What follows belongs to an exercise in optimizing a design on an open flow for small area; a production flow would make more cautious choices.
Where RTL was checked, it was by simulation tests only, not by an equivalence proof against the original.
Power and IR drop assume default switching activity.

==> flow/design.v (excerpt) <==
module grip_core (
    input  wire        clk,
    input  wire        rst,
    input  wire        clk_in,
    input  wire        data_in,
    input  wire        edge_evt,
    input  wire        edge_src,
    input  wire        dec_en,
    input  wire        rd_req,
    input  wire [3:0]  rd_addr,
    output reg  [15:0] rd_data
);
    reg  [1:0]  v;
    reg         wg;       
    reg  [19:0] acc;      
    reg  [4:0]  cnt;
    wire is_clk = clk_in ^ v[0];
    wire is_gap = ~clk_in & ~v[0] & (data_in ^ v[1]) & wg;
    wire cnt20  = (cnt == 5'd20);
    wire enq    = edge_evt & ~is_clk & is_gap & cnt20;
    always @(posedge clk) begin
        if (edge_evt & is_clk)
            acc <= {acc[18:0], data_in};
    end
    always @(posedge clk) begin
        if (rst) begin
            v   <= 2'b00;
            wg  <= 1'b0;
            cnt <= 5'd0;
        end else if (edge_evt) begin
            if (is_clk) begin
                if (cnt != 5'd31)
                    cnt <= cnt + 5'd1;
            end else if (is_gap) begin
                cnt <= 5'd0;
            end
            wg <= ~v[0] & (data_in ^ v[1]);
            v  <= {data_in, clk_in};
        end
    end
    wire [19:0] f = acc;
    wire [6:0]  s;
    assign s[0] = f[0] ^ f[7]  ^ f[14];
    assign s[1] = f[1] ^ f[8]  ^ f[15];
    assign s[2] = f[2] ^ f[9]  ^ f[16];
    assign s[3] = f[3] ^ f[10] ^ f[17];
    assign s[4] = f[4] ^ f[11] ^ f[18];
    assign s[5] = f[5] ^ f[12] ^ f[19];
    assign s[6] = f[6] ^ f[13];
    reg [3:0] nib;
    always @(*) begin
        case (s[6:4])
            3'd0: nib = 4'h0;
            3'd1: nib = 4'h7;
            3'd2: nib = 4'he;
            3'd3: nib = 4'h9;
            3'd4: nib = 4'hb;
            3'd5: nib = 4'hc;
            3'd6: nib = 4'h5;
            default: nib = 4'h2;
        endcase
    end
    wire ok  = (s[3:0] == nib);
    wire is2 = ok & (f[19:18] == 2'd2);
  ...
export LEC_CHECK = 0
export CAP_MARGIN = 20
export CORE_MARGIN = 2
export CORE_UTILIZATION = 40
export SLEW_MARGIN = 20
create_clock -name core_clock -period 8.0 [get_ports {clk}]
run.sh (not shown) runs the stock make flow with config.mk's settings and CLKGATE_MAP_FILE= SYNTH_SCRIPT=/design/flow/synth_recipe.tcl, a recipe that flattens the netlist after the stock synthesis.
The starting point ran to the end with no violations.
Then changed:
Settings changed: ABC_AREA set to 1, CORE_UTILIZATION 40 to 70.
What happened:
- global-route usage grows by 12 points
- fmax grows by about 0.43%
- hold slack gets better by 10 ps
- core utilization grows by 34 points
- cell count grows by 2.9%
- power grows by 2.3%
- sequential share of layout area grows by 1.9 points
- die area shrinks by about 40%
- setup slack gets better by 18 ps
- synthesized area shrinks by 0.63%
- clock power shrinks by about 8%
Function was not checked in any run of this note: the RTL went through the layout flow alone.


job 1436:
The RTL this note starts from:
==> flow/design.v <==
module grip_core (
    input  wire        clk,
    input  wire        rst,
    input  wire        clk_in,
    input  wire        data_in,
    input  wire        edge_evt,
    input  wire        edge_src,
    input  wire        dec_en,
    input  wire        rd_req,
    input  wire [3:0]  rd_addr,
    output wire [15:0] rd_data
);
    reg  [1:0]  v;
    reg         wg;       
    reg  [19:0] acc;      
    reg  [4:0]  cnt;
    wire is_clk = clk_in ^ v[0];
    wire is_gap = ~clk_in & ~v[0] & (data_in ^ v[1]) & wg;
    wire enq    = edge_evt & is_gap & (cnt == 5'd27);
    always @(posedge clk) begin
        if (edge_evt & is_clk)
            acc <= {acc[18:0], data_in};
    end
    always @(posedge clk) begin
        if (rst) begin
            v   <= 2'b00;
            wg  <= 1'b0;
            cnt <= 5'd0;
        end else if (edge_evt) begin
            if (is_clk) begin
                if (cnt != 5'd22)
                    cnt <= {cnt[3:0], ~(cnt[4] ^ cnt[2])};
            end else if (is_gap) begin
                cnt <= 5'd0;
            end
            wg <= ~v[0] & (data_in ^ v[1]);
            v  <= {data_in, clk_in};
        end
    end
    wire [19:0] f = acc;
    wire [6:0]  s;
    assign s[0] = f[0] ^ f[7]  ^ f[14];
    assign s[1] = f[1] ^ f[8]  ^ f[15];
    assign s[2] = f[2] ^ f[9]  ^ f[16];
    assign s[3] = f[3] ^ f[10] ^ f[17];
    assign s[4] = f[4] ^ f[11] ^ f[18];
    assign s[5] = f[5] ^ f[12] ^ f[19];
    assign s[6] = f[6] ^ f[13];
    reg [3:0] nib;
    always @(*) begin
        case (s[6:4])
            3'd0: nib = 4'h0;
            3'd1: nib = 4'h7;
            3'd2: nib = 4'he;
            3'd3: nib = 4'h9;
            3'd4: nib = 4'hb;
            3'd5: nib = 4'hc;
            3'd6: nib = 4'h5;
            default: nib = 4'h2;
        endcase
    end
    wire ok  = (s[3:0] == nib);
    wire is2 = ok & (f[19:18] == 2'd2);
    wire [14:0] enq_code = {is2, f[17:6],
                            is2 ? f[5:4] : (ok ? f[19:18] : 2'b10)};
    reg [14:0] q [0:9];
    reg [3:0]  count;
    wire full   = (count == 4'd10);
    wire empty  = (count == 4'd0);
    wire do_enq = enq & ~full;
    wire do_deq = dec_en & ~empty;
    integer i;
    always @(posedge clk) begin
        if (do_enq) begin
            q[0] <= enq_code;
            for (i = 1; i < 10; i = i + 1)
                q[i] <= q[i-1];
        end
    end
    always @(posedge clk) begin
        if (rst)
            count <= 4'd0;
        else if (do_enq & ~do_deq)
            count <= count + 4'd1;
        else if (do_deq & ~do_enq)
            count <= count - 4'd1;
    end
    reg [14:0] e;
    always @(*) begin
        e = 15'd0;
        for (i = 0; i < 10; i = i + 1)
            e = e | (q[i] & {15{count == i + 1}});
    end
    wire wr2 = do_deq & e[14];
    wire wr0 = do_deq & ~e[14] & (e[1:0] == 2'b00);
    wire wr1 = do_deq & ~e[14] & (e[1:0] == 2'b01);
    wire wr3 = do_deq & ~e[14] & (e[1:0] == 2'b11);
    reg [5:0]  x_r, yn_r, lt_r, rt_r, thr_r;
    reg [1:0]  hatx_p, haty_p, dpadx_p, dpady_p;
    reg [10:0] btn_r;
    reg [3:0]  init_r;
    always @(posedge clk) begin
        if (wr0) begin
            x_r  <= e[7:2];
            yn_r <= e[13:8];
        end
        if (wr1) begin
            lt_r <= e[7:2];
            rt_r <= e[13:8];
        end
        if (wr2) begin
            thr_r   <= e[13:8];
            hatx_p  <= {e[1], e[0]};
            haty_p  <= {e[2], e[3]};
            dpadx_p <= {e[5], e[4]};
            dpady_p <= {e[6], e[7]};
        end
        if (wr3)
            btn_r <= e[13:3];
    end
    always @(posedge clk) begin
        if (rst)
            init_r <= 4'd0;
        else
            init_r <= init_r | {wr3, wr2, wr1, wr0};
    end
    wire [10:0] sel;
    genvar k;
    generate
        for (k = 0; k < 11; k = k + 1) begin : g_sel
            assign sel[k] = ~rst & (rd_addr == k);
        end
    endgenerate
    wire s0 = init_r[0], s1 = init_r[1], s2 = init_r[2], s3 = init_r[3];
    wire [1:0] dp = ({2{sel[5]}} & hatx_p)  | ({2{sel[6]}} & haty_p) |
                    ({2{sel[7]}} & dpadx_p) | ({2{sel[8]}} & dpady_p);
    wire [1:0] dv = {~dp[1] & dp[0], dp[1] ^ dp[0]} & {2{s2}};
    wire [10:0] rd_val =
          ({11{sel[0] & s0}} & {5'd0, x_r})
        | ({11{sel[1] & s0}} & {5'd0, ~yn_r})
        | ({11{sel[2] & s1}} & {5'd0, lt_r})
        | ({11{sel[3] & s1}} & {5'd0, rt_r})
        | ({11{sel[4] & s2}} & {5'd0, thr_r})
        | {9'd0, dv}
        | ({11{sel[9] & s3}} & btn_r)
        | ({11{sel[10]}}     & {7'd0, init_r});
    reg [10:0] rd_q;
    always @(posedge clk) begin
        if (rst | rd_req)
            rd_q <= rd_val;
    end
    assign rd_data = {5'd0, rd_q};
endmodule
Settings: LEC_CHECK=0, ABC_AREA=1, CAP_MARGIN=20, CORE_MARGIN=2, CORE_UTILIZATION=70, CTS_BUF_LIST=sky130_fd_sc_hd__clkbuf_16, CTS_CLUSTER_DIAMETER=80, CTS_CLUSTER_SIZE=30, SLEW_MARGIN=20; clock period 8.0 ns.
standard.sh (not shown) runs the stock make flow with config.mk's settings and CLKGATE_MAP_FILE= SYNTH_SCRIPT=/design/flow/synth_recipe.tcl, a recipe that flattens the netlist after the stock synthesis.
==> flow/flow/run.sh <==
#!/bin/bash
# Own flow: the standard layout (standard.sh), with one change: the
# ABC script that ORFS's synthesis uses for ABC_AREA=1 is replaced by
# flow/abc_area.script (area-oriented mapping without buffering or
# upsizing). Everything else, including the registers Yosys makes, is
# the standard flow's.
set -euo pipefail
W=$PWD
mkdir -p "$W/scripts_mod"
cp -r "$FLOW_HOME/scripts/." "$W/scripts_mod/"
cp "$W/flow/abc_area.script" "$W/scripts_mod/abc_area.script"
bash "$W/standard.sh" SCRIPTS_DIR="$W/scripts_mod" finish > "$W/standard_flow.log" 2>&1
==> flow/flow/abc_area.script <==
strash
ifraig
scorr
dc2
strash
dch -f
amap
topo
Job 1436: no failed stages, no open violations at the end
Edits applied to the flow inputs when going from job 1436 to job 8479:
- a deleted CTS_BUF_LIST that had been sky130_fd_sc_hd__clkbuf_16
- a deleted CTS_CLUSTER_DIAMETER that had been 80
- a change of CORE_UTILIZATION from 70 to 85
- a deleted CTS_CLUSTER_SIZE that had been 30
==> flow/flow/run.sh <==
#!/bin/bash
# Own flow: the standard layout (standard.sh) with these changes:
#  - the ABC script ORFS's synthesis uses for ABC_AREA=1 is replaced by
#    flow/abc_area.script (area mapping, no buffering or upsizing);
#  - port buffers are buf_1 cells;
#  - CTS inserts no dummy loads.
# The registers Yosys makes, the floorplan, power grid and tap cells are
# the standard flow's.
set -euo pipefail
W=$PWD
mkdir -p "$W/scripts_mod"
cp -r "$FLOW_HOME/scripts/." "$W/scripts_mod/"
cp "$W/flow/abc_area.script" "$W/scripts_mod/abc_area.script"
bash "$W/standard.sh" \
    SCRIPTS_DIR="$W/scripts_mod" \
    "BUFFER_PORTS_ARGS=-buffer_cell sky130_fd_sc_hd__buf_1" \
    "CTS_ARGS=-sink_clustering_enable -repair_clock_nets -sink_clustering_size 30 -sink_clustering_max_diameter 80 -buf_list sky130_fd_sc_hd__clkbuf_16 -dont_use_dummy_load -root_buf sky130_fd_sc_hd__clkbuf_4" \
    finish > "$W/standard_flow.log" 2>&1
## What came out
Maximum vdd drop on job 8479 is behind job 1436.
Setup slack: job 8479 < job 1436
Job 8479 vs job 1436 — global-route usage rose 20 points.
What job 9109 does differently from job 8479 at the input level:
- CAP_MARGIN: 20 -> 0
- CORE_UTILIZATION: 85 -> 70
- SLEW_MARGIN: 20 -> 0
--- a/flow/flow/run.sh
+++ b/flow/flow/run.sh
@@ -5,3 +5,4 @@
 #  - port buffers are buf_1 cells;
-#  - CTS inserts no dummy loads.
+#  - CTS inserts no dummy loads and its root buffer is clkbuf_4;
+#  - no adder extraction (ADDER_MAP_FILE empty), so ABC maps adders.
 # The registers Yosys makes, the floorplan, power grid and tap cells are
@@ -15,2 +16,3 @@
     SCRIPTS_DIR="$W/scripts_mod" \
+    ADDER_MAP_FILE= \
     "BUFFER_PORTS_ARGS=-buffer_cell sky130_fd_sc_hd__buf_1" \
[summary]
Job 9109 completed every stage of the flow, and the final layout passed the timing, DRC and antenna checks.
Against job 8479 as the reference, job 9109 delivers a higher number of fill cells in the layout.
Job 9109 vs. job 8479: clock latency reported for the late side of the worst-skew pair -0.03 ns, fraction of area in clock buffers and inverters ~0 delta.
Changes in job 291 relative to job 9109:
- putting CTS_BUF_LIST at sky130_fd_sc_hd__clkbuf_16 where nothing was set
- swapping 0 for 20 in SLEW_MARGIN
- putting CTS_CLUSTER_SIZE at 30 where nothing was set
- swapping 0 for 20 in CAP_MARGIN
- putting CTS_CLUSTER_DIAMETER at 80 where nothing was set
--- a/flow/flow/run.sh
+++ b/flow/flow/run.sh
@@ -5,4 +5,3 @@
 #  - port buffers are buf_1 cells;
-#  - CTS inserts no dummy loads and its root buffer is clkbuf_4;
-#  - no adder extraction (ADDER_MAP_FILE empty), so ABC maps adders.
+#  - CTS inserts no dummy loads.
 # The registers Yosys makes, the floorplan, power grid and tap cells are
@@ -16,3 +15,2 @@
     SCRIPTS_DIR="$W/scripts_mod" \
-    ADDER_MAP_FILE= \
     "BUFFER_PORTS_ARGS=-buffer_cell sky130_fd_sc_hd__buf_1" \
Notes after the runs:
Worst setup path startpoint = data_in: job 291; worst setup path startpoint = edge_evt: job 9109
Job 9109 reports its capture point of the critical path as q[2][5] while job 291 reports q[9][13].
Going from job 9109 to job 291, non-clock buffer count shrinks by 1.
Job 291 and job 9109 ended up with nearly the same global-route track usage on met3.
Floorplan die area was higher in the run labelled job 291.
Here is what was changed in the inputs of job 9708 compared with job 291.
--- a/flow/flow/run.sh
+++ b/flow/flow/run.sh
@@ -16,3 +16,3 @@
     "BUFFER_PORTS_ARGS=-buffer_cell sky130_fd_sc_hd__buf_1" \
-    "CTS_ARGS=-sink_clustering_enable -repair_clock_nets -sink_clustering_size 30 -sink_clustering_max_diameter 80 -buf_list sky130_fd_sc_hd__clkbuf_16 -dont_use_dummy_load -root_buf sky130_fd_sc_hd__clkbuf_4" \
+    "CTS_ARGS=-sink_clustering_enable -repair_clock_nets -sink_clustering_size 30 -sink_clustering_max_diameter 80 -buf_list sky130_fd_sc_hd__clkbuf_16 -dont_use_dummy_load" \
     finish > "$W/standard_flow.log" 2>&1
Reported for job 291 and job 9708, number of resized instances in the post-cts repair step turned out identical to the last digit.
The run showing the greater highest attainable clock frequency is job 291.
Of job 291 and job 9708, job 9708 shows the higher minimum clock period, with job 291 below it.
Job 9708 vs. job 291: fraction of the cycle the final worst path needs went up by 1.5 points; deepest clock path buffer count closely matched the old numbers; worst hold slack ~0 delta; post-route met1 wirelength saw a decrease.
Modified inputs, job 7075 compared to job 9708
--- a/flow/flow/run.sh
+++ b/flow/flow/run.sh
@@ -5,3 +5,4 @@
 #  - port buffers are buf_1 cells;
-#  - CTS inserts no dummy loads.
+#  - CTS inserts no dummy loads and its root buffer is clkbuf_4;
+#  - no adder extraction (ADDER_MAP_FILE empty), so ABC maps adders.
 # The registers Yosys makes, the floorplan, power grid and tap cells are
@@ -15,4 +16,5 @@
     SCRIPTS_DIR="$W/scripts_mod" \
+    ADDER_MAP_FILE= \
     "BUFFER_PORTS_ARGS=-buffer_cell sky130_fd_sc_hd__buf_1" \
-    "CTS_ARGS=-sink_clustering_enable -repair_clock_nets -sink_clustering_size 30 -sink_clustering_max_diameter 80 -buf_list sky130_fd_sc_hd__clkbuf_16 -dont_use_dummy_load" \
+    "CTS_ARGS=-sink_clustering_enable -repair_clock_nets -sink_clustering_size 30 -sink_clustering_max_diameter 80 -buf_list sky130_fd_sc_hd__clkbuf_16 -dont_use_dummy_load -root_buf sky130_fd_sc_hd__clkbuf_4" \
     finish > "$W/standard_flow.log" 2>&1
## What came out
Relative to job 9708, the final cell area reported for job 7075 is lower.
Maximum vdd drop on job 7075 is ahead of job 9708.
Setup slack ended up 0.016 ns lower on job 7075 than on job 9708.
From job 9708 to job 7075 the numbers moved as follows: area after synthesis down 2.0%; simple logic cell fraction of the synthesized area down 0.23 points; post-route setup TNS flat.
On total routed wirelength, the lower figure sits with job 7075, not job 9708.
The minimum setup slack after placement in job 7075 was lower than what job 9708 gave.
Summary of job 7075 over job 9708: maximum number of pins on one net before global-route repair shrank by 1, maximum frequency shrank by about 0.4%.


grip_core, a different RTL version from the one above (not shown whole).
Size in the first run: about 510 cells after synthesis, ~250 flip-flops, ~28 I/O pins, roughly 0.0088 mm2 of cells after synthesis.
==> flow/config.mk <==
export PLATFORM = sky130hd
export DESIGN_NAME = grip_core
export DESIGN_NICKNAME = grip_core
export VERILOG_FILES = /design/flow/design.v
export SDC_FILE = /design/flow/constraint.sdc
export NUM_CORES = 4
export LEC_CHECK = 0
export ABC_AREA = 1
export CAP_MARGIN = 20
export CORE_MARGIN = 2
export CORE_UTILIZATION = 70
export GPL_TIMING_DRIVEN = 0
export SLEW_MARGIN = 20
==> flow/constraint.sdc <==
create_clock -name core_clock -period 8.0 [get_ports {clk}]
set_input_delay 1.6000 -clock core_clock [delete_from_list [all_inputs] [get_ports {clk}]]
set_output_delay 1.6000 -clock core_clock [all_outputs]
set_load 0.01 [all_outputs]
==> flow/flow/run.sh <==
#!/bin/bash
# Own flow: the standard layout (standard.sh) with these changes:
#  - the ABC script ORFS's synthesis uses for ABC_AREA=1 is replaced by
#    flow/abc_area.script (area mapping, no buffering or upsizing);
#  - port buffers are buf_1 cells;
#  - CTS inserts no dummy loads and its root buffer is clkbuf_4;
#  - no adder extraction (ADDER_MAP_FILE empty), so ABC maps adders.
# The registers Yosys makes, the floorplan, power grid and tap cells are
# the standard flow's.
set -euo pipefail
W=$PWD
mkdir -p "$W/scripts_mod"
cp -r "$FLOW_HOME/scripts/." "$W/scripts_mod/"
cp "$W/flow/abc_area.script" "$W/scripts_mod/abc_area.script"
bash "$W/standard.sh" \
    SCRIPTS_DIR="$W/scripts_mod" \
    ADDER_MAP_FILE= \
    "BUFFER_PORTS_ARGS=-buffer_cell sky130_fd_sc_hd__buf_1" \
    "CTS_ARGS=-sink_clustering_enable -repair_clock_nets -sink_clustering_size 30 -sink_clustering_max_diameter 80 -buf_list sky130_fd_sc_hd__clkbuf_16 -dont_use_dummy_load -root_buf sky130_fd_sc_hd__clkbuf_4" \
    finish > "$W/standard_flow.log" 2>&1
Scripts as last shown in full above: flow/flow/abc_area.script
The first run completed without violations.
==> next run, changes <==
--- a/flow/config.mk
+++ b/flow/config.mk
@@ -10,4 +10,6 @@
 export CORE_MARGIN = 2
 export CORE_UTILIZATION = 70
-export GPL_TIMING_DRIVEN = 0
+export CTS_BUF_LIST = sky130_fd_sc_hd__clkbuf_16
+export CTS_CLUSTER_DIAMETER = 80
+export CTS_CLUSTER_SIZE = 30
 export SLEW_MARGIN = 20
Result: Final area is lower by 1.1%; die area is unchanged; critical path depth shrinks by 3; global-route usage hardly moves; wire length goes down by 1.5%; first-iteration DRC count went up by 6.1%.

[what the ideal ports hide]
The flow's constraints put no driver on any port. The routed layouts listed below were extracted and timed again, unchanged, in two steps.
Step 1 assumes that a clkbuf_16 drives the clock port and a buf_2 every other input.
Step 2 adds t to the input delays and takes it off the output delays; t is the mean of the earliest and latest rising clock arrival at the registers after step 1. Input paths then give back, and output paths get back, about the clock's delay inside the block.
Slacks: no drivers / after step 1 / after step 2; pairs: no drivers / after step 1.
run | t, ns | slack for setup (ns) | worst hold slack (ns) | worst slew at a driven data input, ns
the first run of note 1 | 0.570 | 3.824 / 3.847 / 3.277 | 0.455 / 0.455 / 0.455 | 0.04
the second run of note 1 | 0.557 | 3.842 / 3.864 / 3.306 | 0.465 / 0.465 / 0.465 | 0.03
job 1436 | 0.506 | 3.816 / 3.838 / 3.332 | 0.453 / 0.453 / 0.453 | 0.03
job 8479 | 0.648 | 3.584 / 3.593 / 2.945 | 0.443 / 0.443 / 0.443 | 0.04
job 9109 | 0.605 | 4.164 / 4.175 / 3.570 | 0.376 / 0.376 / 0.376 | 0.03
job 291 | 0.615 | 4.306 / 4.320 / 3.705 | 0.431 / 0.431 / 0.431 | 0.03
job 9708 | 0.497 | 4.185 / 4.207 / 3.710 | 0.430 / 0.430 / 0.430 | 0.03
job 7075 | 0.609 | 4.169 / 4.182 / 3.573 | 0.419 / 0.419 / 0.419 | 0.03
the first run of note 3 | 0.595 | 4.394 / 4.400 / 3.805 | 0.415 / 0.415 / 0.415 | 0.03
the second run of note 3 | 0.597 | 3.987 / 3.998 / 3.402 | 0.426 / 0.426 / 0.426 | 0.03
After both steps setup and hold are still met in every run listed. For job 8479, which loses most, drivers alone change the setup slack by +0.009 ns; drivers and shift together by -0.639 ns.
